From an optimization exercise on the open Yosys and OpenROAD flow, aimed at small area, a short achievable clock period and few clock cycles per item; shortcuts taken in it are not production practice.
Function was checked by simulation only, so behaviour that the tests miss may differ from the original.
Power figures rest on the tool's default switching activity, not on a simulated workload.

--- constraint.sdc ---
create_clock -name core_clock -period 10.0 [get_ports {clk}]
set_input_delay 2.0000 -clock core_clock [delete_from_list [all_inputs] [get_ports {clk}]]
set_output_delay 2.0000 -clock core_clock [all_outputs]
set_load 0.01 [all_outputs]
--- design.v ---
module pma_engine (
    input  wire        clk,
    input  wire        rst,
    input  wire        cmd_valid,
    output wire        cmd_ready,
    input  wire [31:0] cmd_word,
    input  wire [7:0]  cmd_len,
    input  wire        in_valid,
    output wire        in_ready,
    input  wire [7:0]  in_data,
    output wire        out_valid,
    input  wire        out_ready,
    output wire [7:0]  out_data,
    output wire        res_valid,
    input  wire        res_ready,
    output wire [3:0]  res_status,
    output wire [31:0] res_value
);
    localparam [7:0] SOP = 8'h7E, EOP = 8'h7F, ESC = 8'h7D;
    localparam [3:0] K_STUFF = 4'd1, K_UNSTUFF = 4'd2, K_CSUM = 4'd3,
                     K_VERIFY = 4'd4, K_WRAP = 4'd5, K_UNWRAP = 4'd6,
                     K_SEAL = 4'd7, K_PUSH = 4'd8, K_POP = 4'd9,
                     K_CLOSE = 4'd10, K_STAT = 4'd11, K_ILL = 4'd12,
                     K_LEN = 4'd13;
    localparam [3:0] ST_OK = 4'h0, ST_FRAMING = 4'h1, ST_ESC_END = 4'h2,
                     ST_INV_ESC = 4'h3, ST_CSUM = 4'h4, ST_ILLEGAL = 4'h5,
                     ST_LENGTH = 4'h6, ST_FULL = 4'h7, ST_EMPTY = 4'h8,
                     ST_OVERFLOW = 4'h9;
    localparam [1:0] M_PLAIN = 2'd0, M_STUFF = 2'd1, M_WRAP = 2'd2, M_SEAL = 2'd3;
    localparam [1:0] S_NONE = 2'd0, S_SLOT = 2'd1, S_JOB = 2'd2;
    localparam RQD = 8;      
    localparam RQW = 3;
    function is_res(input [7:0] b);
        is_res = (b == SOP) || (b == EOP) || (b == ESC);
    endfunction
    wire [7:0] d_op  = cmd_word[7:0];
    wire [7:0] d_imm = cmd_word[15:8];
    wire [7:0] d_ch  = cmd_word[23:16];
    wire [7:0] d_rsv = cmd_word[31:24];
    wire d_codec = (d_op >= 8'h01) && (d_op <= 8'h07);
    wire d_rsm   = (d_op >= 8'h10) && (d_op <= 8'h13);
    wire d_ill   = (d_rsv != 8'd0) || !(d_codec || d_rsm) ||
                   (d_codec && ((d_imm != 8'd0) || (d_ch != 8'd0))) ||
                   (d_rsm && ((d_ch >= 8'd4) || (cmd_len != 8'd0) ||
                              ((d_op != 8'h10) && (d_imm != 8'd0))));
    reg [3:0] d_k;
    reg [7:0] d_x;
    always @(*) begin
        if (d_ill) begin
            d_k = K_ILL; d_x = cmd_len;
        end else if (d_codec && (cmd_len > 8'd16)) begin
            d_k = K_LEN; d_x = cmd_len;
        end else if (d_codec) begin
            d_k = d_op[3:0]; d_x = cmd_len;
        end else begin
            d_k = {2'b10, d_op[1:0]}; d_x = d_imm;
        end
    end
    wire [17:0] c_in = {d_k, d_ch[1:0], d_x, d_x == 8'd0, d_x == 8'd1,
                        d_x == SOP, d_x == EOP};
    reg [17:0] cq0, cq1;
    reg [1:0]  ccnt;
    reg        c_rdy;
    wire       c_push = cmd_valid & c_rdy;
    wire       c_pop;
    always @(posedge clk) begin
        if (rst) begin
            ccnt  <= 2'd0;
            c_rdy <= 1'b1;
        end else begin
            ccnt  <= ccnt + {1'b0, c_push} - {1'b0, c_pop};
            c_rdy <= !((ccnt == 2'd2 && !c_pop) || (ccnt == 2'd1 && c_push && !c_pop));
            if ((ccnt == 2'd0 && c_push) || (ccnt == 2'd1 && c_push && c_pop))
                cq0 <= c_in;
            else if (ccnt == 2'd2 && c_pop)
                cq0 <= cq1;
            if (ccnt == 2'd1 && c_push && !c_pop)
                cq1 <= c_in;
        end
    end
    assign cmd_ready = c_rdy;
    wire [11:0] b_in = {in_data, in_data == SOP, in_data == EOP, in_data == ESC,
                        (in_data == 8'h5E) || (in_data == 8'h5F) || (in_data == 8'h5D)};
    reg [11:0] bq0, bq1;
    reg [1:0]  bcnt;
    reg        b_rdy;
    wire       b_push = in_valid & b_rdy;
    wire       b_pop;
    always @(posedge clk) begin
        if (rst) begin
            bcnt  <= 2'd0;
            b_rdy <= 1'b1;
        end else begin
            bcnt  <= bcnt + {1'b0, b_push} - {1'b0, b_pop};
            b_rdy <= !((bcnt == 2'd2 && !b_pop) || (bcnt == 2'd1 && b_push && !b_pop));
            if ((bcnt == 2'd0 && b_push) || (bcnt == 2'd1 && b_push && b_pop))
                bq0 <= b_in;
            else if (bcnt == 2'd2 && b_pop)
                bq0 <= bq1;
            if (bcnt == 2'd1 && b_push && !b_pop)
                bq1 <= b_in;
        end
    end
    assign in_ready = b_rdy;
    reg [7:0] mem [0:7][0:13];           
    reg [7:0] jb  [0:1][0:15];           
    reg [4:0] j_len  [0:1];
    reg [1:0] j_mode [0:1];
    reg [7:0] j_ck   [0:1];
    reg [1:0] busy;                      
    reg [1:0] j_done;                    
    reg        ch_acc  [0:3];
    reg [4:0]  ch_alen [0:3];
    reg [1:0]  ch_qcnt [0:3];
    reg        ch_head [0:3];
    reg [3:0]  s_len   [0:7];            
    reg [7:0]  pinned;                   
    reg        w_en;
    reg [2:0]  w_slot;
    reg [3:0]  w_idx;
    reg [7:0]  w_dat;
    reg [RQW:0] occ;
    reg         occ_full;
    wire        x1_rec;                  
    wire        rq_pop;
    wire       hv  = (ccnt != 2'd0);
    wire [3:0] hk  = cq0[17:14];
    wire [1:0] hc  = cq0[13:12];
    wire [7:0] hx  = cq0[11:4];
    wire       hx0 = cq0[3];
    wire       hx1 = cq0[2];
    wire       hxs = cq0[1];
    wire       hxe = cq0[0];
    wire       bv    = (bcnt != 2'd0);
    wire [7:0] bd    = bq0[11:4];
    wire       b_sop = bq0[3];
    wire       b_eop = bq0[2];
    wire       b_esc = bq0[1];
    wire       b_code = bq0[0];
    wire       b_res = b_sop | b_eop | b_esc;
    wire h_rsm  = (hk[3:2] == 2'b10);
    wire h_stf  = (hk == K_STUFF) || (hk == K_WRAP) || (hk == K_SEAL);
    wire h_unst = (hk == K_UNSTUFF) || (hk == K_UNWRAP);
    wire h_buf  = h_stf || h_unst;
    reg       walk;      
    reg [7:0] en;        
    reg [7:0] rem;       
    reg       rem1;      
    reg [7:0] sum;
    reg [5:0] ol;        
    reg       esc, ierr, fbad;
    reg [3:0] epos;
    reg       ex_st;     
    reg       ex_b;      
    wire r0 = walk ? 1'b0 : hx0;
    wire r1 = walk ? rem1 : hx1;
    wire buf_free = !(busy[0] & busy[1]);
    wire nb = busy[0];                   
    wire cb = ex_st ? ex_b : nb;         
    wire go       = !h_buf || ex_st || (buf_free && (!h_stf || !occ_full));
    wire j_ok     = hv && !h_rsm && go;
    wire take     = j_ok && bv && !r0 && (h_stf || !r1 || !occ_full);
    wire fin_ct   = j_ok && h_stf && (r0 || (bv && r1));
    wire fin_job  = j_ok && !h_stf && !occ_full && (r0 || (bv && r1));
    wire push_ct  = j_ok && h_stf && !ex_st;
    wire alloc    = j_ok && h_buf && !ex_st;
    wire ct_alloc = !((hk == K_STUFF) && hx0);
    wire       c_acc  = ch_acc[hc];
    wire [4:0] c_alen = ch_alen[hc];
    wire [1:0] c_qcnt = ch_qcnt[hc];
    wire       c_head = ch_head[hc];
    wire       c_as   = c_head ^ c_qcnt[0];       
    wire       c_full = c_qcnt[1];
    wire       c_emp  = (c_qcnt == 2'd0);
    wire       stall_pin = (hk == K_PUSH) && pinned[{hc, c_as}];
    wire       fin_rsm = hv && h_rsm && !occ_full && !stall_pin;
    assign c_pop  = fin_job || fin_rsm || fin_ct;
    assign b_pop  = take;
    assign x1_rec = fin_job || fin_rsm || push_ct;
    reg [7:0] n_sum;
    reg [5:0] n_ol;
    reg       n_esc, n_ierr, n_fbad;
    reg [3:0] n_epos;
    reg       wr_en;
    reg [3:0] wr_idx;
    reg [7:0] wr_dat;
    reg       body;
    always @(*) begin
        n_sum = sum; n_ol = ol; n_esc = esc; n_ierr = ierr; n_fbad = fbad; n_epos = epos;
        wr_en = 1'b0; wr_idx = en[3:0]; wr_dat = bd;
        body = (hk == K_UNSTUFF) || (walk && !r1);
        if (h_stf) begin
            n_sum = sum + bd;
            n_ol  = ol + (b_res ? 6'd2 : 6'd1);
            wr_en = 1'b1;
        end else if (h_unst) begin
            if (hk == K_UNWRAP) begin
                if (!walk && !b_sop) n_fbad = 1'b1;
                if (r1 && !b_eop)    n_fbad = 1'b1;
            end
            wr_idx = ol[3:0];
            wr_dat = {bd[7:6], bd[5] ^ esc, bd[4:0]};
            if (body && !ierr) begin
                if (esc) begin
                    n_esc = 1'b0;
                    if (b_code) begin
                        wr_en = 1'b1;
                        n_ol  = ol + 6'd1;
                        n_sum = sum + {bd[7:6], ~bd[5], bd[4:0]};
                    end else begin
                        n_ierr = 1'b1;
                        n_epos = en[3:0] - 4'd1;
                    end
                end else if (b_esc) begin
                    n_esc = 1'b1;
                end else begin
                    wr_en = 1'b1;
                    n_ol  = ol + 6'd1;
                    n_sum = sum + bd;
                end
            end
        end else begin
            n_sum = sum + bd;
        end
        if (!take) begin
            n_sum = sum; n_ol = ol; n_esc = esc; n_ierr = ierr; n_fbad = fbad; n_epos = epos;
            wr_en = 1'b0;
        end
    end
    wire [7:0] rem_cur = walk ? rem : hx;
    reg        x2_v;
    reg        x2_job;       
    reg [3:0]  x2_st;
    reg [7:0]  x2_val;       
    reg        x2_stat;
    reg [1:0]  x2_src;
    reg [2:0]  x2_sid;
    reg [3:0]  x2_k;
    reg [5:0]  x2_ol;
    reg        x2_esc, x2_ierr, x2_fbad, x2_lt2;
    reg [3:0]  x2_epos, x2_pos;
    reg        x2_b;
    reg [3:0] p_st;
    reg [7:0] p_v;
    reg       p_stat;
    reg [1:0] p_src;
    reg [2:0] p_sid;
    always @(*) begin
        p_st = ST_OK; p_v = 8'd0; p_stat = 1'b0; p_src = S_NONE; p_sid = {2'b00, cb};
        case (hk)
        K_PUSH: begin
            if (c_full)
                p_st = ST_FULL;
            else if (c_acc && c_alen[4])
                p_st = ST_OVERFLOW;
            else if (c_acc && hxe)
                p_v = 8'd1;
        end
        K_POP: begin
            if (c_emp) begin
                p_st = ST_EMPTY;
            end else begin
                p_v   = {4'd0, s_len[{hc, c_head}]};
                p_src = S_SLOT;
                p_sid = {hc, c_head};
            end
        end
        K_STAT: begin
            p_stat = 1'b1;
            p_v    = {c_alen, c_qcnt, c_acc};
        end
        default: begin       
            if (h_stf && ct_alloc) p_src = S_JOB;
        end
        endcase
    end
    reg [3:0] f_st;
    reg [7:0] f_v;
    reg       f_stat;
    reg [1:0] f_src;
    reg [2:0] f_sid;
    wire [7:0] x2_ck = 8'd0 - x2_val;
    always @(*) begin
        f_st = x2_st; f_v = x2_val; f_stat = x2_stat; f_src = x2_src; f_sid = x2_sid;
        if (x2_job) begin
            f_st = ST_OK; f_v = 8'd0; f_stat = 1'b0; f_src = S_NONE; f_sid = {2'b00, x2_b};
            case (x2_k)
            K_CSUM: f_v = x2_ck;
            K_VERIFY: begin
                f_v = x2_ck;
                if (x2_val != 8'd0) f_st = ST_CSUM;
            end
            K_UNSTUFF: begin
                if (x2_ierr) begin
                    f_st = ST_INV_ESC; f_v = {4'd0, x2_epos};
                end else if (x2_esc) begin
                    f_st = ST_ESC_END; f_v = {4'd0, x2_pos};
                end else if (x2_ol != 6'd0) begin
                    f_src = S_JOB;
                end
            end
            K_UNWRAP: begin
                if (x2_lt2 || x2_fbad) begin
                    f_st = ST_FRAMING;
                end else if (x2_ierr) begin
                    f_st = ST_INV_ESC; f_v = {4'd0, x2_epos};
                end else if (x2_esc) begin
                    f_st = ST_ESC_END; f_v = {4'd0, x2_pos - 4'd1};
                end else if (x2_val != 8'd0) begin
                    f_st = ST_CSUM; f_v = x2_ck;
                end else if (x2_ol != 6'd0) begin
                    f_src = S_JOB;
                end
            end
            K_ILL: f_st = ST_ILLEGAL;
            default: f_st = ST_LENGTH;
            endcase
        end
    end
    reg [3:0] rq_st   [0:RQD-1];
    reg [7:0] rq_v    [0:RQD-1];
    reg       rq_stat [0:RQD-1];
    reg [1:0] rq_src  [0:RQD-1];
    reg [2:0] rq_sid  [0:RQD-1];
    reg [RQW-1:0] rq_wr, rq_rd;
    reg [RQW:0]   rq_cnt;
    wire       e_rel;                     
    reg  [1:0] e_src;
    reg  [2:0] e_sid;
    wire       x2_rel = x2_v && x2_job && (x2_k == K_UNSTUFF || x2_k == K_UNWRAP) &&
                        (f_src == S_NONE);
    integer i, j;
    always @(posedge clk) begin
        if (rst) begin
            walk <= 1'b0; en <= 8'd0; sum <= 8'd0; ol <= 6'd0;
            esc <= 1'b0; ierr <= 1'b0; fbad <= 1'b0; epos <= 4'd0;
            ex_st <= 1'b0; ex_b <= 1'b0;
            busy <= 2'b00; j_done <= 2'b00; pinned <= 8'd0;
            w_en <= 1'b0;
            x2_v <= 1'b0;
            occ <= {(RQW+1){1'b0}}; occ_full <= 1'b0;
            rq_wr <= {RQW{1'b0}}; rq_rd <= {RQW{1'b0}}; rq_cnt <= {(RQW+1){1'b0}};
            for (i = 0; i < 4; i = i + 1) begin
                ch_acc[i] <= 1'b0; ch_alen[i] <= 5'd0;
                ch_qcnt[i] <= 2'd0; ch_head[i] <= 1'b0;
            end
        end else begin
            if (fin_job || fin_ct) begin
                walk <= 1'b0; en <= 8'd0; sum <= 8'd0; ol <= 6'd0;
                esc <= 1'b0; ierr <= 1'b0; fbad <= 1'b0;
            end else if (take) begin
                walk <= 1'b1; en <= en + 8'd1;
                rem  <= rem_cur - 8'd1;
                rem1 <= (rem_cur == 8'd2);
                sum <= n_sum; ol <= n_ol;
                esc <= n_esc; ierr <= n_ierr; fbad <= n_fbad; epos <= n_epos;
            end
            if (wr_en)
                jb[cb][wr_idx] <= wr_dat;
            if (alloc) begin
                ex_b <= nb;
                j_done[nb] <= 1'b0;
                j_mode[nb] <= (hk == K_STUFF) ? M_STUFF : (hk == K_WRAP) ? M_WRAP :
                              (hk == K_SEAL) ? M_SEAL : M_PLAIN;
                j_len[nb]  <= hx[4:0];
            end
            if (fin_ct || fin_job)
                ex_st <= 1'b0;
            else if (alloc)
                ex_st <= 1'b1;
            if ((fin_ct || fin_job) && h_buf) begin
                j_done[cb] <= 1'b1;
                j_ck[cb]   <= 8'd0 - n_sum;
                if (h_unst) j_len[cb] <= n_ol[4:0];
            end
            for (j = 0; j < 2; j = j + 1) begin
                if (alloc && nb == j && !(h_stf && !ct_alloc))
                    busy[j] <= 1'b1;
                else if ((e_rel && e_src == S_JOB && e_sid[0] == j) ||
                         (x2_rel && x2_b == j) ||
                         (alloc && nb == j))
                    busy[j] <= 1'b0;
            end
            w_en <= 1'b0;
            if (fin_rsm) begin
                case (hk)
                K_PUSH: begin
                    if (!c_full) begin
                        if (!c_acc) begin
                            if (hxs) begin
                                ch_acc[hc]  <= 1'b1;
                                ch_alen[hc] <= 5'd1;
                            end
                        end else if (c_alen[4]) begin
                            ch_acc[hc]  <= 1'b0;
                            ch_alen[hc] <= 5'd0;
                        end else if (hxe) begin
                            s_len[{hc, c_as}] <= c_alen[3:0] - 4'd1;
                            ch_qcnt[hc] <= c_qcnt + 2'd1;
                            ch_acc[hc]  <= 1'b0;
                            ch_alen[hc] <= 5'd0;
                        end else begin
                            ch_alen[hc] <= c_alen + 5'd1;
                            w_en <= (c_alen[3:0] != 4'd15);
                        end
                    end
                end
                K_POP: begin
                    if (!c_emp) begin
                        ch_head[hc] <= ~c_head;
                        ch_qcnt[hc] <= c_qcnt - 2'd1;
                    end
                end
                K_CLOSE: begin
                    ch_acc[hc]  <= 1'b0;
                    ch_alen[hc] <= 5'd0;
                    ch_qcnt[hc] <= 2'd0;
                end
                default: ;
                endcase
            end
            w_slot <= {hc, c_as};
            w_idx  <= c_alen[3:0] - 4'd1;
            w_dat  <= hx;
            if (w_en)
                mem[w_slot][w_idx] <= w_dat;
            for (j = 0; j < 8; j = j + 1)
                if ((fin_rsm && p_src == S_SLOT && p_sid == j) ||
                    (e_rel && e_src == S_SLOT && e_sid == j))
                    pinned[j] <= fin_rsm && p_src == S_SLOT && p_sid == j;
            x2_v <= x1_rec;
            if (x1_rec) begin
                x2_job  <= fin_job;
                x2_st   <= p_st;
                x2_val  <= fin_job ? n_sum : p_v;
                x2_stat <= p_stat;
                x2_src  <= p_src;
                x2_sid  <= p_sid;
                x2_k    <= hk;
                x2_ol   <= n_ol;
                x2_esc  <= n_esc;
                x2_ierr <= n_ierr;
                x2_fbad <= n_fbad;
                x2_lt2  <= !walk;
                x2_epos <= n_epos;
                x2_pos  <= en[3:0];
                x2_b    <= cb;
            end
            if (x2_v) begin
                rq_st[rq_wr]   <= f_st;
                rq_v[rq_wr]    <= f_v;
                rq_stat[rq_wr] <= f_stat;
                rq_src[rq_wr]  <= f_src;
                rq_sid[rq_wr]  <= f_sid;
                rq_wr <= rq_wr + 1'b1;
            end
            if (rq_pop)
                rq_rd <= rq_rd + 1'b1;
            rq_cnt <= rq_cnt + {{RQW{1'b0}}, x2_v} - {{RQW{1'b0}}, rq_pop};
            occ <= occ + {{RQW{1'b0}}, x1_rec} - {{RQW{1'b0}}, rq_pop};
            occ_full <= (occ + {{RQW{1'b0}}, x1_rec} - {{RQW{1'b0}}, rq_pop}) == RQD;
        end
    end
    localparam [2:0] PH_INIT = 3'd0, PH_SOP = 3'd1, PH_BODY = 3'd2, PH_BESC = 3'd3,
                     PH_CK = 3'd4, PH_CESC = 3'd5, PH_EOP = 3'd6, PH_DONE = 3'd7;
    reg       e_v;
    reg [3:0] e_st;
    reg [7:0] e_val;
    reg       e_stat;
    reg       e_sop, e_stf, e_ckp;
    reg [4:0] e_blen;
    reg [2:0] ph;
    reg [5:0] e_cnt;
    reg [4:0] rp;
    reg [7:0] rb;
    reg       rb_v;
    reg       o_valid;
    reg [7:0] o_data;
    reg       r_valid;
    reg [3:0] r_st;
    reg [7:0] r_lo;
    reg [1:0] r_q;
    reg [4:0] r_al;
    wire       e_slot = (e_src == S_SLOT);
    wire       e_jid  = e_sid[0];
    wire       e_data = (e_src != S_NONE);
    wire [7:0] e_ck   = j_ck[e_jid];
    wire       e_jd   = j_done[e_jid];
    wire o_free = !o_valid || out_ready;
    wire r_free = !r_valid || res_ready;
    wire [2:0] eph = (ph == PH_INIT) ? (e_sop ? PH_SOP : PH_BODY) : ph;
    wire       e_last = (rp == e_blen);
    wire [2:0] after_body = e_ckp ? PH_CK : (e_sop ? PH_EOP : PH_DONE);
    wire       ck_res = is_res(e_ck);
    wire       rb_res = is_res(rb);
    reg [7:0] g_byte;
    reg [2:0] g_ph;
    reg       g_inc;
    reg       g_wait;
    always @(*) begin
        g_byte = 8'd0; g_ph = eph; g_inc = 1'b0; g_wait = 1'b0;
        case (eph)
        PH_SOP: begin
            g_byte = SOP;
            g_ph   = (e_blen == 5'd0) ? (e_ckp ? PH_CK : PH_EOP) : PH_BODY;
        end
        PH_BODY: begin
            g_wait = !rb_v;
            if (e_stf && rb_res) begin
                g_byte = ESC; g_ph = PH_BESC;
            end else begin
                g_byte = rb; g_inc = 1'b1;
                g_ph = e_last ? after_body : PH_BODY;
            end
        end
        PH_BESC: begin
            g_byte = rb ^ 8'h20; g_inc = 1'b1;
            g_ph = e_last ? after_body : PH_BODY;
        end
        PH_CK: begin
            g_wait = !e_jd;
            if (ck_res) begin
                g_byte = ESC; g_ph = PH_CESC;
            end else begin
                g_byte = e_ck; g_ph = PH_EOP;
            end
        end
        PH_CESC: begin
            g_byte = e_ck ^ 8'h20; g_ph = PH_EOP;
        end
        PH_EOP: begin
            g_byte = EOP; g_ph = PH_DONE;
        end
        default: g_wait = 1'b1;
        endcase
    end
    wire e_emit = e_v && e_data && !g_wait && o_free && r_free;
    assign e_rel = e_v && r_free && (!e_data || (eph == PH_DONE && o_free));
    wire   e_load = (!e_v || e_rel) && (rq_cnt != {(RQW+1){1'b0}});
    assign rq_pop = e_load;
    wire [1:0] n_src  = rq_src[rq_rd];
    wire [2:0] n_sid  = rq_sid[rq_rd];
    wire [7:0] n_val  = rq_v[rq_rd];
    wire [1:0] n_mode = j_mode[n_sid[0]];
    wire       n_slot = (n_src == S_SLOT);
    wire [4:0] avail   = (e_slot || e_jd) ? e_blen : en[4:0];
    wire       rd_go   = e_v && e_data && (!rb_v || (e_emit && g_inc)) && (rp < avail);
    wire [7:0] rd_byte = e_slot ? mem[e_sid][rp[3:0]] : jb[e_jid][rp[3:0]];
    always @(posedge clk) begin
        if (rst) begin
            e_v <= 1'b0; ph <= PH_INIT; e_cnt <= 6'd0;
            rb_v <= 1'b0; rp <= 5'd0;
            o_valid <= 1'b0; r_valid <= 1'b0;
        end else begin
            if (e_emit) begin
                o_data <= g_byte;
                ph <= g_ph;
                e_cnt <= e_cnt + 6'd1;
            end
            if (o_free)
                o_valid <= e_emit;
            if (rd_go) begin
                rb   <= rd_byte;
                rb_v <= 1'b1;
                rp   <= rp + 5'd1;
            end else if (e_emit && g_inc) begin
                rb_v <= 1'b0;
            end
            if (e_rel) begin
                r_st <= e_st;
                r_lo <= e_stat ? {5'd0, e_val[2:1] == 2'd2, e_val[2:1] != 2'd0, e_val[0]} :
                        e_data ? {2'b00, e_cnt} : e_val;
                r_q  <= e_stat ? e_val[2:1] : 2'd0;
                r_al <= e_stat ? e_val[7:3] : 5'd0;
            end
            if (r_free)
                r_valid <= e_rel;
            if (e_rel && !e_load)
                e_v <= 1'b0;
            if (e_load) begin
                e_v    <= 1'b1;
                e_st   <= rq_st[rq_rd];
                e_val  <= n_val;
                e_stat <= rq_stat[rq_rd];
                e_src  <= n_src;
                e_sid  <= n_sid;
                e_sop  <= n_slot || (n_mode == M_WRAP) || (n_mode == M_SEAL);
                e_stf  <= !n_slot && (n_mode != M_PLAIN);
                e_ckp  <= !n_slot && (n_mode == M_SEAL);
                e_blen <= n_slot ? n_val[4:0] : j_len[n_sid[0]];
                ph     <= PH_INIT;
                e_cnt  <= 6'd0;
                rb     <= jb[n_sid[0]][0];
                rb_v   <= (n_src == S_JOB) && (j_done[n_sid[0]] || (en != 8'd0));
                rp     <= ((n_src == S_JOB) && (j_done[n_sid[0]] || (en != 8'd0))) ? 5'd1 : 5'd0;
            end
        end
    end
    assign out_valid  = o_valid;
    assign out_data   = o_data;
    assign res_valid  = r_valid;
    assign res_status = r_st;
    assign res_value  = {11'd0, r_al, 6'd0, r_q, r_lo};
endmodule
--- run.sh ---
#!/bin/bash
# synth_recipe.tcl (not shown) runs the flow's synth.tcl, then flattens the netlist and writes it again
# the make line also repeats each setting of config.mk as NAME=value (left out here)
make -C /OpenROAD-flow-scripts/flow DESIGN_CONFIG=/design/flow/config.mk WORK_HOME=/design/flow/orfs CLKGATE_MAP_FILE= SYNTH_SCRIPT=/design/flow/synth_recipe.tcl finish
--- config.mk ---
export PLATFORM = sky130hd
export DESIGN_NAME = pma_engine
export DESIGN_NICKNAME = pma_engine
export VERILOG_FILES = /design/flow/design.v
export SDC_FILE = /design/flow/constraint.sdc
export NUM_CORES = 4
export LEC_CHECK = 0
export CAP_MARGIN = 20
export CORE_MARGIN = 2
export CORE_UTILIZATION = 40
export SLEW_MARGIN = 20
==> results of run 1 <==
registers in the layout (all words and copies together) (netlist names), 10 cells and up, named ones only:
name and flops:
cq1 18, s_len 32, rq_src 16, rq_v 64, cq0 18, rq_st 32, ch_alen 20, bq0 12
jb 256, rq_sid 24, j_len 10, bq1 12, j_ck 16, mem 896
layout make-up:
type,count,share of cell area (%)
diodes,2,0.00640
repair buffers,166,1.95
clock inverters,95,1.08
well taps,2310,3.70
flip-flops and latches,1671,63.0
inverters,91,0.437
multi-input cells,1906,24.1
clock buffers,209,5.69
cells by family after synthesis:
logic type      count (synthesis)  share of synthesized area (%)
flops                        1671                           71.3
simple gates                  844                           5.72
mux                           547                           15.3
compound gates                349                           3.43
buf+inv                       287                           1.75
fa+ha+maj                      75                           1.49
xor+xnor                       74                          0.960
other cells                     1                        0.00543
worst reg2reg max path, cell delays in order (launching register included):
cell and delay [ps]:
edfxtp_1 600, inv_1 440, ha_1 440, inv_1 70, fa_4 1350, buf_4 760
mux4_2 460, mux4_2 540, mux4_2 500, nor2b_1 150, or3_1 310
layer usage:
layer	routed length, um	global-route usage, %
met1	71600	26.3
met2	82400	31.2
met3	8950	2.91
met4	4220	5.76
met5	13	0
cells in the final DEF (no fill, tap or decap), types with 16 or more instances in the layout:
master and n:
xnor2_1 35, nor2_1 348, conb_1 17, o22ai_1 21
buf_4 74, nand3_1 58, clkinv_2 29, mux2_2 67
clkdlybuf4s50_1 83, dfxtp_1 88, ha_1 62, or3_1 18
and2_1 27, nand2_1 170, a21o_1 17, a21oi_1 84
inv_1 88, edfxtp_1 1580, clkbuf_1 33, mux2i_1 79
clkbuf_16 169, nand2b_1 22, clkinv_1 35, nor4_1 16
nor2b_1 34, o21ai_0 66, xor2_1 34, a211oi_1 27
and3_1 16, mux4_2 400, nor3_1 41
synth_stat cells (8+ instances only):
cell	n
clkbuf_1	114
ha_1	63
a211oi_1	29
xor2_1	36
o211ai_1	13
nand4_1	15
nor3_1	43
o31ai_1	11
o21ai_0	67
mux4_2	400
and3_1	16
a31o_2	8
nand2b_1	22
or3_1	18
or2_2	15
and2_1	27
fa_1	12
o22ai_1	21
edfxtp_1	1580
xnor2_1	36
mux2i_1	80
o32ai_1	9
nor2_1	354
buf_1	18
dfxtp_1	91
a21oi_1	84
a21o_1	17
nand2_1	170
buf_4	20
nor3b_1	9
inv_1	88
nand3b_1	10
buf_2	43
nor2b_1	34
or4_1	9
nor4_1	20
mux2_2	67
nand3_1	58
worst paths after layout:
| kind | start | endpoint | slack, ps | cells after the start |
|---|---|---|---|---|
| max reg2reg | e_sid[0]$_DFFE_PP_ | rb[3]$_DFFE_PP_ | 4140 | 10 |
| min | e_st[2]$_DFFE_PP_ | r_st[2]$_DFFE_PP_ | 430 | 0 |
| max | e_sid[0]$_DFFE_PP_ | rb[3]$_DFFE_PP_ | 4140 | 10 |
| min reg2reg | e_st[2]$_DFFE_PP_ | r_st[2]$_DFFE_PP_ | 430 | 0 |
where the power goes:
| part | internal, mW | leakage (nW) | switching (mW) |
|---|---|---|---|
| Clock | 3.45 | 2.57 | 2.66 |
| Sequential | 8.20 | 15.1 | 0.314 |
| Combinational | 2.13 | 6.99 | 3.19 |
| Total | 13.8 | 24.6 | 6.16 |
==> summary.md, run 1 <==
| Metric | Value |
|---|---|
| H-tree Lvls | `4` |
| Clock transition at path regs | `60 ps` |
| Slew Limit Fails | `0` |
| Period utilization | `58.6%` |
| DRC viols | `0` |
| Finished Layout Cells | `around 6500` |
| Starting Density | `40.3%` |
| RSZ-0062 raised after global routing | `false` |
| Layout area overhead | `13.2%` |
| Die H | `419 um` |
| Synthesis-stage register bit count | `1671` |
| CTS Root Cell | `clkbuf_16` |
| Synth Flop Type | `edfxtp_1` |
| Syn_area_per_cell | `17.9 um^2` |
| Fmax | `0.171 GHz` |
| Initial antenna violation count | `4` |
| Top cell type's share of synthesized area | `68.7%` |
| DRT Pass-1 Iters | `5` |
| First-pass GRT wire length | `245 mm` |
| Clk Latency, worst-skew pair | `~800 ps` |
| Storage cell area | `0.0493 mm^2` |
| HPWL after DPL | `107 mm` |
| # port buffers | `84` |
| Syn. warnings | `1` |
| # fillers | `14700` |
| Worst path cell trace | `inv_1 > ha_1 > inv_1 > fa_4 > buf_4 > mux4_2 > mux4_2 > mux4_2 > nor2b_1 > or3_1` |
| Min cycle time layout | `5860 ps` |
| Setup Fix Bufs, Post-CTS | `0` |
| CTS Hold Bufs | `0` |
| Placement Cell Area | `0.0728 mm^2` |
| Final setup TNS | `0 ps` |
| Starting DRT DRC Count | `3390` |
| Worst rel slew slack | `22.6%` |
| Crit path DAT | `6400 ps` |
| Post-synth top area cell | `edfxtp_1` |
| GP Congestion | `0.858` |
| Grt ovf | `0` |
| Final hold slack | `430 ps` |
| Via-per-instance ratio | `~5.5` |
| Maximum fanout along the worst path | `53` |
| Die area | `roughly 0.18 mm^2` |
| Number of CTS-inserted buffers | `164` |
| Slowest cell delay on critical path | `1350 ps` |
| Syn Std Cell Area | `approximately 0.07 mm^2` |
| Core area | `0.172 mm^2` |
| Critical path type | `reg -> reg` |
| Worst VDD drop | `0.207 mV` |
| Clk_skew | `33.9 ps` |
| Leakage | `24.6 nW` |
| Fin util | `45.6%` |
| Tightest Hold Check Type | `reg -> reg` |
| Final Cell Area | `0.0782 mm^2` |
| Total number of vias | `35800` |
| Final setup fails | `0` |
| Run status | `timing/DRC/antenna clean` |
| CP max-delay cell | `fa_4` |
| CTS tree | `built` |
| Multi-input gate area | `0.0188 mm^2` |
| Max-cap violation count | `0` |
| WP data required | `roughly 11000 ps` |
| CP most frequent cell | `mux4_2` |
| Unique masters post-synth | `89` |
| FP Rows | `152` |
| Post-synth EDFFs | `1580` |
| Place WS | `4140 ps` |
| Crit path launch type | `register` |
| Pin count of the biggest net entering global routing | `109` |
| Post-placement cell count | `6137` |
| Share of the yosys chip area belonging to registers | `71.3%` |
| Bufs on Longest Clock Path | `3` |
| Layout cells sized above 1 | `20.7%` |
| Synth Instances | `3848` |
| I/O pin total | `102` |
| Final hold violation count | `0` |
| Crit path buf inv count | `3` |
| Critical path's top delay family | `adder cells` |
| Total GRT Usage | `19.0%` |
| Total Wirelength | `roughly 170 mm` |
| Die Wd | `419 um` |
| Async set-reset flop share out of synthesis | `0%` |
| Pwr dens | `255 mW/mm^2` |
| Fin worst setup slack | `between 4000 and 5000 ps` |
| Crit. End Element | `register` |
| Leading post-synthesis cells by cell area | `edfxtp_1 (69%), mux4_2 (13%), dfxtp_1 (2.6%)` |
| Actual slew at the worst max-slew pin | `1160 ps` |
| Vias in the first global route | `35600` |
| Sink Count | `1671` |
| Resize count post-CTS | `0` |
| Final net count | `4129` |
| Overall Power | `19.9 mW` |
| Routed WL per cell | `25.9 um` |
| Post-route ant nets | `0` |
Testbench counts, summed over its fixed seeds: cycles 19,455, items 5,121.
==> run 2, diff against run 1 <==
--- a/design.v
+++ b/design.v
@@ -58,5 +58,8 @@
     end
-    wire [17:0] c_in = {d_k, d_ch[1:0], d_x, d_x == 8'd0, d_x == 8'd1,
+    wire d_stf  = (d_k == K_STUFF) || (d_k == K_WRAP) || (d_k == K_SEAL);
+    wire d_unst = (d_k == K_UNSTUFF) || (d_k == K_UNWRAP);
+    wire [20:0] c_in = {d_k[3:2] == 2'b10, d_stf, d_unst,
+                        d_k, d_ch[1:0], d_x, d_x == 8'd0, d_x == 8'd1,
                         d_x == SOP, d_x == EOP};
-    reg [17:0] cq0, cq1;
+    reg [20:0] cq0, cq1;
     reg [1:0]  ccnt;
@@ -104,3 +107,2 @@
     assign in_ready = b_rdy;
-    reg [7:0] mem [0:7][0:13];           
     reg [7:0] jb  [0:1][0:15];           
@@ -140,5 +142,5 @@
     wire       b_res = b_sop | b_eop | b_esc;
-    wire h_rsm  = (hk[3:2] == 2'b10);
-    wire h_stf  = (hk == K_STUFF) || (hk == K_WRAP) || (hk == K_SEAL);
-    wire h_unst = (hk == K_UNSTUFF) || (hk == K_UNWRAP);
+    wire h_rsm  = cq0[20];
+    wire h_stf  = cq0[19];
+    wire h_unst = cq0[18];
     wire h_buf  = h_stf || h_unst;
@@ -154,2 +156,6 @@
     reg       ex_b;      
+    reg       jw_en, jw_b, jd_set;
+    reg [3:0] jw_idx;
+    reg [7:0] jw_dat;
+    reg [7:0] en_d;      
     wire r0 = walk ? 1'b0 : hx0;
@@ -326,2 +332,5 @@
     reg [RQW:0]   rq_cnt;
+    reg           rq_ne;
+    wire [RQW:0]  rq_cnt_a = rq_cnt + {{RQW{1'b0}}, x2_v};
+    wire [RQW:0]  occ_a    = occ + {{RQW{1'b0}}, x1_rec};
     wire       e_rel;                     
@@ -337,2 +346,3 @@
             ex_st <= 1'b0; ex_b <= 1'b0;
+            jw_en <= 1'b0; jd_set <= 1'b0; en_d <= 8'd0;
             busy <= 2'b00; j_done <= 2'b00; pinned <= 8'd0;
@@ -342,2 +352,3 @@
             rq_wr <= {RQW{1'b0}}; rq_rd <= {RQW{1'b0}}; rq_cnt <= {(RQW+1){1'b0}};
+            rq_ne <= 1'b0;
             for (i = 0; i < 4; i = i + 1) begin
@@ -357,4 +368,12 @@
             end
-            if (wr_en)
-                jb[cb][wr_idx] <= wr_dat;
+            jw_en  <= wr_en;
+            jw_b   <= cb;
+            jw_idx <= wr_idx;
+            jw_dat <= wr_dat;
+            if (jw_en)
+                jb[jw_b][jw_idx] <= jw_dat;
+            en_d <= en;
+            jd_set <= (fin_ct || fin_job) && h_buf;
+            if (jd_set)
+                j_done[jw_b] <= 1'b1;
             if (alloc) begin
@@ -371,3 +390,2 @@
             if ((fin_ct || fin_job) && h_buf) begin
-                j_done[cb] <= 1'b1;
                 j_ck[cb]   <= 8'd0 - n_sum;
@@ -424,4 +442,2 @@
             w_dat  <= hx;
-            if (w_en)
-                mem[w_slot][w_idx] <= w_dat;
             for (j = 0; j < 8; j = j + 1)
@@ -458,5 +474,6 @@
                 rq_rd <= rq_rd + 1'b1;
-            rq_cnt <= rq_cnt + {{RQW{1'b0}}, x2_v} - {{RQW{1'b0}}, rq_pop};
-            occ <= occ + {{RQW{1'b0}}, x1_rec} - {{RQW{1'b0}}, rq_pop};
-            occ_full <= (occ + {{RQW{1'b0}}, x1_rec} - {{RQW{1'b0}}, rq_pop}) == RQD;
+            rq_cnt <= rq_pop ? rq_cnt_a - 1'b1 : rq_cnt_a;
+            rq_ne  <= rq_pop ? (rq_cnt_a > 1) : (rq_cnt_a != 0);
+            occ <= rq_pop ? occ_a - 1'b1 : occ_a;
+            occ_full <= !rq_pop && ((occ == RQD) || ((occ == RQD - 1) && x1_rec));
         end
@@ -473,3 +490,6 @@
     reg [5:0] e_cnt;
+    reg       e_nd;      
+    reg       e_pd;      
     reg [4:0] rp;
+    reg [3:0] rpa, rpb, rpj;     
     reg [7:0] rb;
@@ -537,4 +557,4 @@
     wire e_emit = e_v && e_data && !g_wait && o_free && r_free;
-    assign e_rel = e_v && r_free && (!e_data || (eph == PH_DONE && o_free));
-    wire   e_load = (!e_v || e_rel) && (rq_cnt != {(RQW+1){1'b0}});
+    assign e_rel = r_free && (e_nd || (e_pd && o_free));
+    wire   e_load = (!e_v || e_rel) && rq_ne;
     assign rq_pop = e_load;
@@ -545,5 +565,17 @@
     wire       n_slot = (n_src == S_SLOT);
-    wire [4:0] avail   = (e_slot || e_jd) ? e_blen : en[4:0];
+    wire       n_prime = (n_src == S_JOB) && (j_done[n_sid[0]] || (en_d != 8'd0));
+    wire [4:0] avail   = (e_slot || e_jd) ? e_blen : en_d[4:0];
     wire       rd_go   = e_v && e_data && (!rb_v || (e_emit && g_inc)) && (rp < avail);
-    wire [7:0] rd_byte = e_slot ? mem[e_sid][rp[3:0]] : jb[e_jid][rp[3:0]];
+    wire [7:0] s_byte [0:7];
+    genvar gs;
+    generate
+        for (gs = 0; gs < 8; gs = gs + 1) begin : SLOT
+            reg [7:0] m [0:13];
+            always @(posedge clk)
+                if (w_en && w_slot == gs)
+                    m[w_idx] <= w_dat;
+            assign s_byte[gs] = m[(gs < 4) ? rpa : rpb];
+        end
+    endgenerate
+    wire [7:0] rd_byte = e_slot ? s_byte[e_sid] : jb[e_jid][rpj];
     always @(posedge clk) begin
@@ -551,3 +583,4 @@
             e_v <= 1'b0; ph <= PH_INIT; e_cnt <= 6'd0;
-            rb_v <= 1'b0; rp <= 5'd0;
+            e_nd <= 1'b0; e_pd <= 1'b0;
+            rb_v <= 1'b0; rp <= 5'd0; rpa <= 4'd0; rpb <= 4'd0; rpj <= 4'd0;
             o_valid <= 1'b0; r_valid <= 1'b0;
@@ -557,2 +590,3 @@
                 ph <= g_ph;
+                e_pd <= (g_ph == PH_DONE);
                 e_cnt <= e_cnt + 6'd1;
@@ -565,2 +599,5 @@
                 rp   <= rp + 5'd1;
+                rpa  <= rpa + 4'd1;
+                rpb  <= rpb + 4'd1;
+                rpj  <= rpj + 4'd1;
             end else if (e_emit && g_inc) begin
@@ -577,6 +614,11 @@
                 r_valid <= e_rel;
-            if (e_rel && !e_load)
-                e_v <= 1'b0;
+            if (e_rel && !e_load) begin
+                e_v  <= 1'b0;
+                e_nd <= 1'b0;
+                e_pd <= 1'b0;
+            end
             if (e_load) begin
                 e_v    <= 1'b1;
+                e_nd   <= (n_src == S_NONE);
+                e_pd   <= 1'b0;
                 e_st   <= rq_st[rq_rd];
@@ -593,4 +635,7 @@
                 rb     <= jb[n_sid[0]][0];
-                rb_v   <= (n_src == S_JOB) && (j_done[n_sid[0]] || (en != 8'd0));
-                rp     <= ((n_src == S_JOB) && (j_done[n_sid[0]] || (en != 8'd0))) ? 5'd1 : 5'd0;
+                rb_v   <= n_prime;
+                rp     <= {4'd0, n_prime};
+                rpa    <= {3'd0, n_prime};
+                rpb    <= {3'd0, n_prime};
+                rpj    <= {3'd0, n_prime};
             end
==> summary.md, run 2 <==
| Metric | Value |
|---|---|
| # port buffers | `84 (unchanged)` |
| Storage cell area | `0.0504 mm^2 (was 0.0493 mm^2)` |
| Reg2reg path depth | `9 (was 10)` |
| HPWL after DPL | `107 mm (about the same)` |
| Vias in the first global route | `35900 (was 35600)` |
| DRC viols | `0 (unchanged)` |
| Total Wirelength | `168 mm (was 167 mm)` |
| Maximum fanout along the worst path | `79 (was 53)` |
| Min cycle time layout | `4510 ps (was 5860 ps)` |
| Largest regs | `SLOT.m x896, jb x256, rq_v x64 (was mem x896, jb x256, rq_v x64)` |
| Synthesis-stage register bit count | `1715 (was 1671)` |
| Leakage | `24.7 nW (was 24.6 nW)` |
| Most common cell after layout, fill and taps aside | `edfxtp_1 (unchanged)` |
| Fmax | `0.222 GHz (was 0.171 GHz)` |
| Core area | `0.174 mm^2 (was 0.172 mm^2)` |
| Most used standard cell by instance count after synthesis | `edfxtp_1 (unchanged)` |
| Die area | `0.178 mm^2 (was 0.176 mm^2)` |
| # fillers | `15000 (was 14700)` |
| Starting DRT DRC Count | `3524 (was 3390)` |
| Die H | `422 um (was 419 um)` |
| Top cell type's share of synthesized area | `68.6% (was 68.7%)` |
| Most frequent cells in the layout | `edfxtp_1 (1599), mux4_2 (391), nor2_1 (330) (was edfxtp_1 (1580), mux4_2 (400), nor2_1 (348))` |
| Clk_skew | `23.4 ps (was 33.9 ps)` |
| Worst rel slew slack | `20.3% (was 22.6%)` |
| CTS tree | `built (unchanged)` |
| Max-cap violation count | `0 (unchanged)` |
| Number of CTS-inserted buffers | `171 (was 164)` |
| Post-route ant nets | `0 (unchanged)` |
| CP Launch Point | `rpb[0]$_SDFFE_PP0P_ (was e_sid[0]$_DFFE_PP_)` |
| Worst VDD drop | `0.194 mV (was 0.207 mV)` |
| Bufs on Longest Clock Path | `3 (unchanged)` |
| End of the critical path | `rb[1]$_DFFE_PP_ (was rb[3]$_DFFE_PP_)` |
| Period utilization | `45.1% (was 58.6%)` |
| Synth Instances | `3931 (was 3848)` |
| Starting Density | `40.3% (about the same)` |
| Layout area overhead | `13.2% (about the same)` |
| Die Wd | `422 um (was 419 um)` |
| Synth Flop Type | `edfxtp_1 (unchanged)` |
| Final setup TNS | `0 ps (unchanged)` |
| Largest Register | `SLOT.m (was mem)` |
| Worst R2R End | `rb[1]$_DFFE_PP_ (was rb[3]$_DFFE_PP_)` |
| Worst R2R Start | `rpb[0]$_SDFFE_PP0P_ (was e_sid[0]$_DFFE_PP_)` |
| FP Rows | `153 (was 152)` |
| GP Congestion | `0.833 (was 0.858)` |
| Crit path launch type | `register (unchanged)` |
| CTS Hold Bufs | `0 (unchanged)` |
| Initial antenna violation count | `2 (was 4)` |
| Run status | `timing/DRC/antenna clean (unchanged)` |
| Grt ovf | `0 (unchanged)` |
| Slew Limit Fails | `0 (unchanged)` |
| Clock transition at path regs | `60 ps (about the same)` |
| Crit. End Element | `register (unchanged)` |
| Final setup fails | `0 (unchanged)` |
| Pwr dens | `219 mW/mm^2 (was 255 mW/mm^2)` |
| First-pass GRT wire length | `246 mm (was 245 mm)` |
| Pin count of the biggest net entering global routing | `112 (was 109)` |
| Setup Fix Bufs, Post-CTS | `0 (unchanged)` |
| WP data required | `10520 ps (was 10550 ps)` |
| Tightest Hold Check Type | `reg -> reg (unchanged)` |
| Layout cells sized above 1 | `21.1% (was 20.7%)` |
| RSZ-0062 raised after global routing | `false (unchanged)` |
| Diode count | `0 (was 2)` |
| Async set-reset flop share out of synthesis | `0% (unchanged)` |
| CTS Root Cell | `clkbuf_16 (unchanged)` |
| Share of the yosys chip area belonging to registers | `71.9% (was 71.3%)` |
| Resize count post-CTS | `0 (unchanged)` |
| Syn_area_per_cell | `17.8 um^2 (was 17.9 um^2)` |
| Via-per-instance ratio | `5.54 (was 5.55)` |
| Syn Std Cell Area | `0.0700 mm^2 (was 0.0691 mm^2)` |
| Actual slew at the worst max-slew pin | `1190 ps (was 1160 ps)` |
| Syn. warnings | `1 (unchanged)` |
| Leading post-synthesis cells by cell area | `edfxtp_1 (69%), mux4_2 (13%), dfxtp_1 (3.3%) (was edfxtp_1 (69%), mux4_2 (13%), dfxtp_1 (2.6%))` |
| Reg2reg setup slack | `5490 ps (was 4140 ps)` |
| Max FFs per register | `896 (unchanged)` |
| Critical path type | `reg -> reg (unchanged)` |
| Total number of vias | `36200 (was 35800)` |
| Final net count | `4167 (was 4129)` |
| DRT Pass-1 Iters | `6 (was 5)` |
| H-tree Lvls | `4 (unchanged)` |
| Routed WL per cell | `25.8 um (was 25.9 um)` |
| I/O pin total | `102 (unchanged)` |
| Multi-input gate area | `0.0186 mm^2 (was 0.0188 mm^2)` |
| Clk Latency, worst-skew pair | `810 ps (was 800 ps)` |
| Final hold violation count | `0 (unchanged)` |
| Overall Power | `17.3 mW (was 19.9 mW)` |
| List of most frequent post-synthesis cells | `edfxtp_1 (1599), mux4_2 (391), nor2_1 (337) (was edfxtp_1 (1580), mux4_2 (400), nor2_1 (354))` |
| Post-synth top area cell | `edfxtp_1 (unchanged)` |
| Unique masters post-synth | `91 (was 89)` |
| Total GRT Usage | `18.7% (was 19.0%)` |
| Post-synth EDFFs | `1599 (was 1580)` |
| Crit path DAT | `5030 ps (was 6400 ps)` |
| Sink Count | `1715 (was 1671)` |
## run 2: worst max-delay path, cell delays in order (launching register included)
cell       delay [ps]
dfxtp_4           630
buf_12            540
buf_4             630
mux4_2            600
mux4_2            490
nand3_1           100
a21oi_1           150
a2bb2oi_1         180
a221oi_1          650
o21ai_1           100
## run 2: how the worst min path moves through the flow
stage	startpoint	end	slack, ps	cells after the start
4_1_cts	e_st[3]$_DFFE_PP_	r_st[3]$_DFFE_PP_	440	0
3_5_place_dp	e_st[3]$_DFFE_PP_	r_st[3]$_DFFE_PP_	430	0
6_report	e_st[3]$_DFFE_PP_	r_st[3]$_DFFE_PP_	440	0
3_3_place_gp	e_st[2]$_DFFE_PP_	r_st[2]$_DFFE_PP_	420	0
5_1_grt	e_st[3]$_DFFE_PP_	r_st[3]$_DFFE_PP_	450	0
2_1_floorplan	e_st[0]$_DFFE_PP_	r_st[0]$_DFFE_PP_	400	0
## run 2: stage by stage
step                util [%]  area, um^2  worst slack, ps  instances  hold WS, ps
floorplan                  -       70100             5360       3947          400
global placement        42.3       73500             4910       6212          422
detailed placement      42.3       73500             4820       6213          428
CTS                     45.5       79200             5480       6527          445
global route            45.6       79300             5200       6534          446
finish                  45.6       79300             5490       6534          438
## run 2: power by group
group          internal, mW  total, mW  leakage, nW  switching [mW]
logic                 0.872       2.27         6.46            1.40
clock network          3.75       6.47         2.75            2.73
registers              8.31       8.60         15.4           0.290
## run 2: kinds of logic (layout without fill, tap and decap cells)
logic type,count (synthesis),in the layout,share of synthesized area [%]
adder cells (fa/ha/maj),45,45,0.825
AO/OA/AOI/OAI,354,354,3.29
flip-flops,1715,1715,71.9
XOR/XNOR,71,71,0.899
multiplexers,572,572,15.4
other,1,17,0.00535
AND/OR/NAND/NOR,886,886,5.93
buffers and inverters,287,549,1.79
## run 2: final cells by class
class                   instances  area share [%]
clock buffers                 221            5.84
flip-flops and latches       1715            63.5
well taps                    2325            3.67
multi-input cells            1945            23.4
repair buffers                157            1.89
inverters                      78           0.369
clock inverters                93            1.28
## run 2: layer usage
layer	vias to the layer above	GRT usage, %	routed length [um]
met4	2	5.41	4240
met1	19000	25.5	70400
li1	15900	-	-
met5	-	0	13
met3	222	3.20	10300
met2	1130	30.7	83500
Testbench counts of run 2, summed over its fixed seeds: cycles 19,455, items 5,121.
==> run 3, diff against run 2 <==
--- a/design.v
+++ b/design.v
@@ -147,3 +147,3 @@
     reg       walk;      
-    reg [7:0] en;        
+    reg [4:0] en;        
     reg [7:0] rem;       
@@ -159,3 +159,3 @@
     reg [7:0] jw_dat;
-    reg [7:0] en_d;      
+    reg [4:0] en_d;      
     wire r0 = walk ? 1'b0 : hx0;
@@ -325,7 +325,6 @@
     end
-    reg [3:0] rq_st   [0:RQD-1];
-    reg [7:0] rq_v    [0:RQD-1];
-    reg       rq_stat [0:RQD-1];
-    reg [1:0] rq_src  [0:RQD-1];
-    reg [2:0] rq_sid  [0:RQD-1];
+    reg [13:0] rq_e [0:RQD-1];
+    wire [13:0] f_enc = (f_src == S_JOB)  ? {2'd2, 11'd0, f_sid[0]} :
+                        (f_src == S_SLOT) ? {2'd3, 5'd0, f_sid, f_v[3:0]} :
+                        f_stat            ? {2'd1, 4'd0, f_v} : {2'd0, f_st, f_v};
     reg [RQW-1:0] rq_wr, rq_rd;
@@ -336,2 +335,3 @@
     wire       e_rel;                     
+    wire       e_fr;                      
     reg  [1:0] e_src;
@@ -343,6 +343,6 @@
         if (rst) begin
-            walk <= 1'b0; en <= 8'd0; sum <= 8'd0; ol <= 6'd0;
+            walk <= 1'b0; en <= 5'd0; sum <= 8'd0; ol <= 6'd0;
             esc <= 1'b0; ierr <= 1'b0; fbad <= 1'b0; epos <= 4'd0;
             ex_st <= 1'b0; ex_b <= 1'b0;
-            jw_en <= 1'b0; jd_set <= 1'b0; en_d <= 8'd0;
+            jw_en <= 1'b0; jd_set <= 1'b0; en_d <= 5'd0;
             busy <= 2'b00; j_done <= 2'b00; pinned <= 8'd0;
@@ -359,6 +359,6 @@
             if (fin_job || fin_ct) begin
-                walk <= 1'b0; en <= 8'd0; sum <= 8'd0; ol <= 6'd0;
+                walk <= 1'b0; en <= 5'd0; sum <= 8'd0; ol <= 6'd0;
                 esc <= 1'b0; ierr <= 1'b0; fbad <= 1'b0;
             end else if (take) begin
-                walk <= 1'b1; en <= en + 8'd1;
+                walk <= 1'b1; en <= en + 5'd1;
                 rem  <= rem_cur - 8'd1;
@@ -396,3 +396,3 @@
                     busy[j] <= 1'b1;
-                else if ((e_rel && e_src == S_JOB && e_sid[0] == j) ||
+                else if ((e_fr && e_src == S_JOB && e_sid[0] == j) ||
                          (x2_rel && x2_b == j) ||
@@ -444,3 +444,3 @@
                 if ((fin_rsm && p_src == S_SLOT && p_sid == j) ||
-                    (e_rel && e_src == S_SLOT && e_sid == j))
+                    (e_fr && e_src == S_SLOT && e_sid == j))
                     pinned[j] <= fin_rsm && p_src == S_SLOT && p_sid == j;
@@ -465,7 +465,3 @@
             if (x2_v) begin
-                rq_st[rq_wr]   <= f_st;
-                rq_v[rq_wr]    <= f_v;
-                rq_stat[rq_wr] <= f_stat;
-                rq_src[rq_wr]  <= f_src;
-                rq_sid[rq_wr]  <= f_sid;
+                rq_e[rq_wr] <= f_enc;
                 rq_wr <= rq_wr + 1'b1;
@@ -492,2 +488,3 @@
     reg       e_pd;      
+    reg       e_frd;     
     reg [4:0] rp;
@@ -557,2 +554,3 @@
     wire e_emit = e_v && e_data && !g_wait && o_free && r_free;
+    assign e_fr = e_emit && (g_ph == PH_EOP || g_ph == PH_DONE) && !e_frd;
     assign e_rel = r_free && (e_nd || (e_pd && o_free));
@@ -560,9 +558,10 @@
     assign rq_pop = e_load;
-    wire [1:0] n_src  = rq_src[rq_rd];
-    wire [2:0] n_sid  = rq_sid[rq_rd];
-    wire [7:0] n_val  = rq_v[rq_rd];
+    wire [13:0] n_e   = rq_e[rq_rd];
+    wire [1:0] n_src  = (n_e[13:12] == 2'd2) ? S_JOB : (n_e[13:12] == 2'd3) ? S_SLOT : S_NONE;
+    wire [2:0] n_sid  = (n_e[13:12] == 2'd3) ? n_e[6:4] : {2'b00, n_e[0]};
+    wire [7:0] n_val  = (n_e[13:12] == 2'd3) ? {4'd0, n_e[3:0]} : n_e[7:0];
     wire [1:0] n_mode = j_mode[n_sid[0]];
     wire       n_slot = (n_src == S_SLOT);
-    wire       n_prime = (n_src == S_JOB) && (j_done[n_sid[0]] || (en_d != 8'd0));
-    wire [4:0] avail   = (e_slot || e_jd) ? e_blen : en_d[4:0];
+    wire       n_prime = (n_src == S_JOB) && (j_done[n_sid[0]] || (en_d != 5'd0));
+    wire [4:0] avail   = (e_slot || e_jd) ? e_blen : en_d;
     wire       rd_go   = e_v && e_data && (!rb_v || (e_emit && g_inc)) && (rp < avail);
@@ -587,2 +586,4 @@
         end else begin
+            if (e_fr)
+                e_frd <= 1'b1;
             if (e_emit) begin
@@ -623,5 +624,6 @@
                 e_pd   <= 1'b0;
-                e_st   <= rq_st[rq_rd];
+                e_frd  <= 1'b0;
+                e_st   <= (n_e[13:12] == 2'd0) ? n_e[11:8] : ST_OK;
                 e_val  <= n_val;
-                e_stat <= rq_stat[rq_rd];
+                e_stat <= (n_e[13:12] == 2'd1);
                 e_src  <= n_src;
--- a/config.mk
+++ b/config.mk
@@ -9,3 +9,3 @@
 export CORE_MARGIN = 2
-export CORE_UTILIZATION = 40
+export CORE_UTILIZATION = 60
 export SLEW_MARGIN = 20
==> summary.md, run 3 <==
| Metric | Value |
|---|---|
| Critical path type | `in -> reg (was reg -> reg)` |
| Place WS | `4310 ps (was 4820 ps)` |
| P_int | `12.6 mW (was 12.9 mW)` |
| Leakage | `24.1 nW (was 24.7 nW)` |
| Pwr dens | `221 mW/mm^2 (was 219 mW/mm^2)` |
| Crit path buf inv count | `2 (unchanged)` |
| Unique masters post-synth | `94 (was 91)` |
| RSZ-0062 raised after global routing | `false (unchanged)` |
| Most common cell after layout, fill and taps aside | `edfxtp_1 (unchanged)` |
| Via-per-instance ratio | `6.47 (was 5.54)` |
| Setup Fix Bufs, Post-CTS | `0 (unchanged)` |
| GP Congestion | `0.896 (was 0.833)` |
| Async set-reset flop share out of synthesis | `0% (unchanged)` |
| Post-synth top area cell | `edfxtp_1 (unchanged)` |
| Grt ovf | `0 (unchanged)` |
| Crit path DAT | `5570 ps (was 5030 ps)` |
| Pin count of the biggest net entering global routing | `90 (was 112)` |
| Starting Density | `60.3% (was 40.3%)` |
| Max-cap violation count | `0 (unchanged)` |
| Tightest Hold Check Type | `reg -> reg (unchanged)` |
| # port buffers | `84 (unchanged)` |
| Fmax | `0.201 GHz (was 0.222 GHz)` |
| Share of the yosys chip area belonging to registers | `71.6% (was 71.9%)` |
| Synth Flop Type | `edfxtp_1 (unchanged)` |
| Slowest cell delay on critical path | `930 ps (was 650 ps)` |
| Syn_area_per_cell | `17.3 um^2 (was 17.8 um^2)` |
| Post-synth EDFFs | `1568 (was 1599)` |
| Final net count | `4202 (was 4167)` |
| Period utilization | `49.7% (was 45.1%)` |
| Total Wirelength | `165 mm (was 168 mm)` |
| CP most frequent cell | `o21ai_0 (was mux4_2)` |
| Actual slew at the worst max-slew pin | `1220 ps (was 1190 ps)` |
| DRT Pass-1 Iters | `12 (was 6)` |
| Number of CTS-inserted buffers | `168 (was 171)` |
| Final setup TNS | `0 ps (unchanged)` |
| Leading post-synthesis cells by cell area | `edfxtp_1 (68%), mux4_2 (11%), dfxtp_1 (3.2%) (was edfxtp_1 (69%), mux4_2 (13%), dfxtp_1 (3.3%))` |
| Top cell type's share of synthesized area | `68.4% (was 68.6%)` |
| Clock transition at path regs | `60 ps (about the same)` |
| Die Wd | `343 um (was 422 um)` |
| FP Rows | `124 (was 153)` |
| Final Cell Area | `0.0768 mm^2 (was 0.0793 mm^2)` |
| Total GRT Usage | `28.6% (was 18.7%)` |
| Post-route ant nets | `0 (unchanged)` |
| Syn Std Cell Area | `0.0688 mm^2 (was 0.0700 mm^2)` |
| # fillers | `7585 (was 15000)` |
| List of most frequent post-synthesis cells | `edfxtp_1 (1568), nor2_1 (365), mux4_2 (328) (was edfxtp_1 (1599), mux4_2 (391), nor2_1 (337))` |
| Core area | `0.114 mm^2 (was 0.174 mm^2)` |
| Layout area overhead | `11.7% (was 13.2%)` |
| Worst VDD drop | `0.181 mV (was 0.194 mV)` |
| Clk_skew | `27.8 ps (was 23.4 ps)` |
| Max FFs per register | `896 (unchanged)` |
| Worst path cell trace | `clkdlybuf4s50_1 > nand2b_1 > a21oi_1 > o21ai_0 > and2_1 > inv_1 > nand2_1 > o21ai_0 (was buf_12 > buf_4 > mux4_2 > mux4_2 > nand3_1 > a21oi_1 > a2bb2oi_1 > a221oi_1 > o21ai_1)` |
| Synthesis-stage register bit count | `1678 (was 1715)` |
| Placement Cell Area | `0.0713 mm^2 (was 0.0735 mm^2)` |
| Layout cells sized above 1 | `18.5% (was 21.1%)` |
| Flop pwr share | `50.1% (was 49.6%)` |
| Bufs on Longest Clock Path | `3 (unchanged)` |
| Run status | `timing/DRC/antenna clean (unchanged)` |
| Syn. warnings | `1 (unchanged)` |
| Final setup fails | `0 (unchanged)` |
| Clk Latency, worst-skew pair | `770 ps (was 810 ps)` |
| Routed WL per cell | `28.8 um (was 25.8 um)` |
| WP data required | `10600 ps (was 10520 ps)` |
| First-pass GRT wire length | `244 mm (was 246 mm)` |
| I/O pin total | `102 (unchanged)` |
| NetSw | `4.37 mW (was 4.42 mW)` |
| CTS tree | `built (unchanged)` |
| Clock network fraction of total power | `36.3% (was 37.3%)` |
| Synth Instances | `3970 (was 3931)` |
| Critical path's top delay family | `simple AND/OR/NAND/NOR gates (was buffers and inverters)` |
| Total number of vias | `37100 (was 36200)` |
| Die area | `0.117 mm^2 (was 0.178 mm^2)` |
| Fin worst setup slack | `5030 ps (was 5490 ps)` |
| CTS Root Cell | `clkbuf_16 (unchanged)` |
| Fin util | `67.4% (was 45.6%)` |
| DRC viols | `0 (unchanged)` |
| Sw frac | `25.7% (was 25.5%)` |
| Final hold violation count | `0 (unchanged)` |
| Largest Register | `SLOT.m (unchanged)` |
| Min cycle time layout | `4970 ps (was 4510 ps)` |
| Slew Limit Fails | `0 (unchanged)` |
| CP max-delay cell | `nand2_1 (was a221oi_1)` |
| Initial antenna violation count | `6 (was 2)` |
| Sink Count | `1678 (was 1715)` |
| Maximum fanout along the worst path | `29 (was 79)` |
| Die H | `343 um (was 422 um)` |
| Crit. End Element | `register (unchanged)` |
| Most frequent cells in the layout | `edfxtp_1 (1568), nor2_1 (364), mux4_2 (328) (was edfxtp_1 (1599), mux4_2 (391), nor2_1 (330))` |
| Comb pwr share | `13.6% (was 13.1%)` |
| Resize count post-CTS | `0 (unchanged)` |
| Worst rel slew slack | `18.2% (was 20.3%)` |
| HPWL after DPL | `109 mm (was 107 mm)` |
| Vias in the first global route | `36600 (was 35900)` |
| H-tree Lvls | `4 (unchanged)` |
| Starting DRT DRC Count | `4720 (was 3524)` |
| Most used standard cell by instance count after synthesis | `edfxtp_1 (unchanged)` |
| Crit path launch type | `input pin (was register)` |
| Largest regs | `SLOT.m x896, jb x256, rq_e x112 (was SLOT.m x896, jb x256, rq_v x64)` |
| CTS Hold Bufs | `0 (unchanged)` |
==> run 3: area by class of cell <==
cell class	count	area, um^2	share of cell area [%]
Antenna cell	1	2.50	0.00326
Inverter	75	282	0.366
Clock buffer	209	4460	5.81
Multi-Input combinational cell	2025	18500	24.1
Clock inverter	93	941	1.22
Timing Repair Buffer	152	1430	1.86
Sequential cell	1678	49300	64.2
Tap cell	1512	1890	2.46
==> run 3: path summary, 6_finish.rpt <==
path,from,end,slack [ps],cells past startpoint
min reg2reg,rq_ne$_SDFF_PP0_,e_v$_SDFFE_PP0P_,450,2
min,rq_ne$_SDFF_PP0_,e_v$_SDFFE_PP0P_,450,2
max,out_ready,rp[0]$_SDFFE_PP0P_,5030,8
max reg2reg,cq0[19]$_DFFE_PP_,j_ck[1][6]$_DFFE_PP_,5370,9
==> run 3: power groups by stage <==
stage / combinational, mW / clock (mW) / sequential [mW]
finish: 2.30 / 6.17 / 8.51
global placement: 2.18 / 0 / 8.66
detailed placement: 2.26 / 0 / 8.67
global route: 2.47 / 6.52 / 8.54
CTS: 2.27 / 6.25 / 8.53
floorplan: 1.52 / 0 / 8.56
==> run 3: tightest hold or removal path, stage by stage, from the launching register on <==
cell and delay (ps):
dfxtp_1 310, inv_1 50, a21oi_1 50
==> run 3: metrics by stage <==
| step | std cells | hold WS, ps | total power, mW |
|---|---|---|---|
| final | 5745 | 449 | 17.0 |
| after global routing | 5744 | 478 | 17.5 |
| after CTS | 5738 | 450 | 17.0 |
| after detailed placement | 5436 | 434 | 10.9 |
| after global placement | 5434 | 445 | 10.8 |
| after floorplan | 3986 | 400 | 10.1 |
==> run 3: per-layer routing <==
metal | wire [um] | GRT usage (%) | vias to the layer above
met5 | 18 | 0 | -
met4 | 4140 | 7.98 | 2
met3 | 14500 | 4.95 | 250
met2 | 76100 | 43.0 | 1685
met1 | 70400 | 43.8 | 19300
li1 | - | - | 16000
==> run 3: cell families after synthesis <==
family                   count (synthesis)  synth area share [%]
XOR/XNOR                                83                  1.07
AO/OA/AOI/OAI                          399                  3.77
buffers and inverters                  283                  1.74
AND/OR/NAND/NOR                        901                  6.18
other                                    1               0.00545
adder cells (fa/ha/maj)                 49                 0.911
flip-flops                            1678                  71.6
multiplexers                           576                  14.7
Testbench counts of run 3, summed over its fixed seeds: cycles 19,320, items 5,121.

afterwards: timing with drivers on the ports:
Ports are ideal in the flow. The routed layouts listed here were re-timed in OpenROAD.
Step 1 sets driving cells, clkbuf_16 on the clock port and buf_2 on the other inputs (assumed; they add their load-dependent delay and slew).
Step 2 adds t to the input delays and takes it off the output delays; t is the mean of the earliest and latest rising clock arrival at the registers after step 1. Input paths then give back, and output paths get back, about the clock's delay inside the block.
a / b / c = no drivers / after step 1 / after step 2; a / b = the first two.
| run | t (ns) | setup WS [ns] | latest minus earliest clock arrival (ns) | slew at the worst register clock pin (ns) |
|---|---|---|---|---|
| run 1 | 0.868 | 4.144 / 4.144 / 4.144 | 0.041 / 0.042 | 0.07 / 0.07 |
| run 2 | 0.875 | 5.492 / 5.492 / 4.833 | 0.026 / 0.026 | 0.07 / 0.07 |
| run 3 | 0.834 | 5.026 / 5.080 / 4.246 | 0.032 / 0.032 | 0.07 / 0.07 |
After both steps every run listed still meets setup and hold. For run 3, which loses most, drivers alone change the setup slack by +0.054 ns; drivers and shift together by -0.780 ns.
